Source: an optimization exercise on an open RTL-to-GDS flow (aim: small area, a short achievable clock period and few clock cycles). Production flows keep margins and buffers that such runs may drop.
Power figures rest on the tool's default switching activity, not on a simulated workload.

==> flow/design.v <==
module stuff_codec (
    input  wire         clk,
    input  wire         rst,
    input  wire         cfg_mode,         
    input  wire [4:0]   cfg_avoid_len,    
    input  wire [127:0] cfg_avoid,        
    input  wire [13:0]  cfg_crc_poly,
    input  wire [13:0]  cfg_crc_init,
    input  wire         in_valid,
    input  wire [7:0]   in_data,
    input  wire         in_last,
    output reg          in_ready,
    output reg          out_valid,
    output reg  [7:0]   out_data,
    input  wire         out_ready,
    output reg          done,
    output reg          done_err,
    output reg  [15:0]  done_count,
    output reg  [13:0]  done_crc
);
    wire       cfg_ok = (cfg_avoid_len >= 5'd2) && (cfg_avoid_len <= 5'd16);
    wire [3:0] nl     = cfg_avoid_len[3:0];
    function [7:1] crc_coef;
        input [13:0] p;
        integer dd, s;
        reg [7:0] c;
        begin
            c = 8'd1;
            for (dd = 1; dd < 8; dd = dd + 1) begin
                c[dd] = 1'b0;
                for (s = 1; s <= dd; s = s + 1)
                    c[dd] = c[dd] ^ (p[14-s] & c[dd-s]);
            end
            crc_coef = c[7:1];
        end
    endfunction
    reg        mode_r;
    reg        ok_r;
    reg  [7:0] esc_r;
    reg  [7:0] init_r;       
    reg  [7:1] coef_r;
    wire       stuff = ~mode_r;
    reg [13:0] d;           
    reg        mm;          
    reg        mm_last;     
    reg        in_first;    
    reg        a_v, a_last, a_first, a_esc, a_err;
    wire       a_drop = a_esc && mode_r;
    reg [7:0]  a_d;
    reg        b_v, b_end;
    reg [7:0]  b_d;
    reg [13:0] crc;
    reg [12:0] cnt;
    reg        err;
    reg [14:0] chain;
    reg        match_now;
    integer j;
    always @(*) begin
        match_now = 1'b0;
        for (j = 0; j < 15; j = j + 1) begin
            chain[j] = (in_data == cfg_avoid[8*j +: 8]) &&
                       (j == 0 ? 1'b1 : d[(j == 0) ? 0 : j-1]);
            if (nl == ((j + 2) & 15)) match_now = match_now | chain[j];
        end
    end
    reg [7:0] esc_byte;
    always @(*) begin
        esc_byte = cfg_avoid[127:120];
        for (j = 1; j < 15; j = j + 1)
            if (nl == j + 1) esc_byte = cfg_avoid[8*j +: 8];
    end
    wire b_go   = (b_v || b_end) && (!b_v || out_ready);
    wire b_free = !b_v || out_ready;
    wire a_go   = a_v && b_free;
    wire a_free = !a_v || b_free;
    wire ins_e  = mm && stuff;           
    wire mm_e   = mm && !mm_last;        
    always @(*) begin
        in_ready   = a_free && !ins_e;
        out_valid  = b_v;
        out_data   = b_d;
        done       = b_end && (!b_v || out_ready);
        done_err   = err;
        done_count = err ? 16'hFFFF : {3'b000, cnt};
        done_crc   = crc;
    end
    wire in_fire = in_valid && in_ready;
    reg [13:0] base, crc_next;
    reg  [7:0] h, t;
    integer k, q;
    always @(*) begin
        base = a_first ? {init_r, cfg_crc_init[5:0]} : crc;
        h    = base[13:6] ^ a_d;
        for (k = 0; k < 8; k = k + 1) begin
            t[k] = h[k];
            for (q = 1; q < 8; q = q + 1)
                if (k + q < 8) t[k] = t[k] ^ (coef_r[q] & h[k+q]);
        end
        for (k = 0; k < 14; k = k + 1) begin
            crc_next[k] = (k >= 8) ? base[k-8] : 1'b0;
            for (q = 0; q < 8; q = q + 1)
                if (q <= k) crc_next[k] = crc_next[k] ^ (t[q] & cfg_crc_poly[k-q]);
        end
    end
    always @(posedge clk) begin
        mode_r <= cfg_mode;
        ok_r   <= cfg_ok;
        esc_r  <= ~esc_byte;
        init_r <= cfg_crc_init[13:6];
        coef_r <= crc_coef(cfg_crc_poly);
        if (rst) begin
            d        <= 14'd0;
            mm       <= 1'b0;
            mm_last  <= 1'b0;
            in_first <= 1'b1;
            a_v      <= 1'b0;
            b_v      <= 1'b0;
            b_end    <= 1'b0;
        end else begin
            if (a_go && a_last && !stuff)
                mm <= 1'b0;
            if (a_free) begin
                a_v <= 1'b0;
                if (ins_e) begin
                    a_v     <= 1'b1;
                    a_d     <= esc_r;
                    a_last  <= mm_last;
                    a_first <= 1'b0;
                    a_esc   <= 1'b1;
                    a_err   <= !ok_r;
                    mm      <= 1'b0;
                    d       <= 14'd0;
                end else if (in_fire) begin
                    a_v      <= 1'b1;
                    a_d      <= in_data;
                    a_last   <= in_last;
                    a_first  <= in_first;
                    a_esc    <= !stuff && mm_e;
                    a_err    <= !ok_r || (!stuff && mm_e && in_data != esc_r);
                    in_first <= in_last;
                    if (mm_e) begin
                        mm <= 1'b0;
                        d  <= 14'd0;
                    end else begin
                        mm      <= match_now;
                        mm_last <= in_last;
                        d       <= in_last ? 14'd0 : chain[13:0];
                    end
                end
            end
            if (a_go) begin
                b_v   <= !a_drop;
                b_d   <= a_d;
                b_end <= a_last && !ins_e;
            end else if (b_go) begin
                b_v   <= 1'b0;
                b_end <= 1'b0;
            end
        end
        if (a_go) begin
            crc <= crc_next;
            cnt <= (a_first ? 13'd0 : cnt) + {12'd0, a_esc};
            err <= (a_first ? 1'b0 : err) | a_err |
                   (a_last && !stuff && mm && mm_last);
        end
    end
endmodule
==> flow/config.mk <==
export PLATFORM = sky130hd
export DESIGN_NAME = stuff_codec
export DESIGN_NICKNAME = stuff_codec
export VERILOG_FILES = /design/flow/design.v
export SDC_FILE = /design/flow/constraint.sdc
export NUM_CORES = 4
export LEC_CHECK = 0
export CAP_MARGIN = 20
export CORE_MARGIN = 2
export CORE_UTILIZATION = 60
export SETUP_SLACK_MARGIN = 3.2
export SLEW_MARGIN = 20
==> flow/constraint.sdc <==
create_clock -name core_clock -period 6.5 [get_ports {clk}]
set_input_delay 1.3000 -clock core_clock [delete_from_list [all_inputs] [get_ports {clk}]]
set_output_delay 1.3000 -clock core_clock [all_outputs]
set_load 0.01 [all_outputs]
standard.sh (not shown) runs the stock make flow with config.mk's settings and CLKGATE_MAP_FILE= SYNTH_SCRIPT=/design/flow/synth_recipe.tcl, a recipe that flattens the netlist after the stock synthesis.
==> flow/flow/run.sh <==
#!/bin/bash
# Layout flow: the standard ORFS flow, with the port buffers made as
# minimum-size buffers (timing repair upsizes those that need it) and the
# clock tree built without dummy balancing loads.
set -euo pipefail
cd "$(dirname "$0")/.."
export BUFFER_PORTS_ARGS="-buffer_cell sky130_fd_sc_hd__buf_1"
export CTS_ARGS="-sink_clustering_enable -repair_clock_nets -dont_use_dummy_load -buf_list {sky130_fd_sc_hd__clkbuf_4 sky130_fd_sc_hd__clkbuf_8}"
bash standard.sh > standard.log 2>&1
Edit:
--- a/flow/design.v
+++ b/flow/design.v
@@ -71,13 +71,12 @@
     end
     wire b_go   = (b_v || b_end) && (!b_v || out_ready);
     wire b_free = !b_v || out_ready;
     wire a_go   = a_v && b_free;
     wire a_free = !a_v || b_free;
     wire ins_e  = mm && stuff;           
-    wire mm_e   = mm && !mm_last;        
     always @(*) begin
         in_ready   = a_free && !ins_e;
         out_valid  = b_v;
         out_data   = b_d;
         done       = b_end && (!b_v || out_ready);
         done_err   = err;
@@ -114,14 +113,12 @@
             mm_last  <= 1'b0;
             in_first <= 1'b1;
             a_v      <= 1'b0;
             b_v      <= 1'b0;
             b_end    <= 1'b0;
         end else begin
-            if (a_go && a_last && !stuff)
-                mm <= 1'b0;
             if (a_free) begin
                 a_v <= 1'b0;
                 if (ins_e) begin
                     a_v     <= 1'b1;
                     a_d     <= esc_r;
                     a_last  <= mm_last;
@@ -130,38 +127,39 @@
                     a_err   <= !ok_r;
                     mm      <= 1'b0;
                     d       <= 14'd0;
                 end else if (in_fire) begin
                     a_v      <= 1'b1;
                     a_d      <= in_data;
-                    a_last   <= in_last;
+                    a_last   <= in_last && !(stuff && match_now);
                     a_first  <= in_first;
-                    a_esc    <= !stuff && mm_e;
-                    a_err    <= !ok_r || (!stuff && mm_e && in_data != esc_r);
+                    a_esc    <= !stuff && mm;
+                    a_err    <= !ok_r ||
+                                (!stuff && mm && in_data != esc_r) ||
+                                (!stuff && !mm && match_now && in_last);
                     in_first <= in_last;
-                    if (mm_e) begin
+                    if (mm) begin
                         mm <= 1'b0;
                         d  <= 14'd0;
                     end else begin
-                        mm      <= match_now;
+                        mm      <= match_now && (stuff || !in_last);
                         mm_last <= in_last;
                         d       <= in_last ? 14'd0 : chain[13:0];
                     end
                 end
             end
             if (a_go) begin
                 b_v   <= !a_drop;
                 b_d   <= a_d;
-                b_end <= a_last && !ins_e;
+                b_end <= a_last;
             end else if (b_go) begin
                 b_v   <= 1'b0;
                 b_end <= 1'b0;
             end
         end
         if (a_go) begin
             crc <= crc_next;
             cnt <= (a_first ? 13'd0 : cnt) + {12'd0, a_esc};
-            err <= (a_first ? 1'b0 : err) | a_err |
-                   (a_last && !stuff && mm && mm_last);
+            err <= (a_first ? 1'b0 : err) | a_err;
         end
     end
 endmodule
Effect:
- The new run produced a clean layout
- sequential power drops by about 0.6%
- synthesized area went down by 1.3%
- fmax grows by 1.7%
- clock skew stays flat
- wire length falls by 8.5%
- critical path depth went down by 2
- power came out lower by 2.0%
- final area went down by 3.2%
- sequential share of layout area goes up by 0.80 points
No run of this note included a check of the RTL's function; only the layout flow was run.

[separate check: timing with driven ports]
The flow's constraints put no driver on any port. The routed layouts listed below were extracted and timed again, unchanged, in two steps. Step 1: set_driving_cell puts a clkbuf_16 on clk and a buf_2 on each other input, an assumption about the parent block. Step 2 adds t to the input delays and takes it off the output delays; t is the mean of the earliest and latest rising clock arrival at the registers after step 1. Input paths then give back, and output paths get back, about the clock's delay inside the block. Slacks: ideal ports / drivers / drivers and shift; pairs: ideal ports / drivers.
| run | t (ns) | slack for setup (ns) | worst setup path at the end | worst data-port slew with drivers (ns) |
|---|---|---|---|---|
| the first run | 0.407 | 3.234 / 3.234 / 2.888 | input to register | 0.06 |
| the second run | 0.395 | 3.290 / 3.286 / 2.907 | input to register | 0.07 |
After both steps setup and hold are still met in every run listed. For the second run, which loses most, drivers alone change the setup slack by -0.004 ns; drivers and shift together by -0.383 ns.
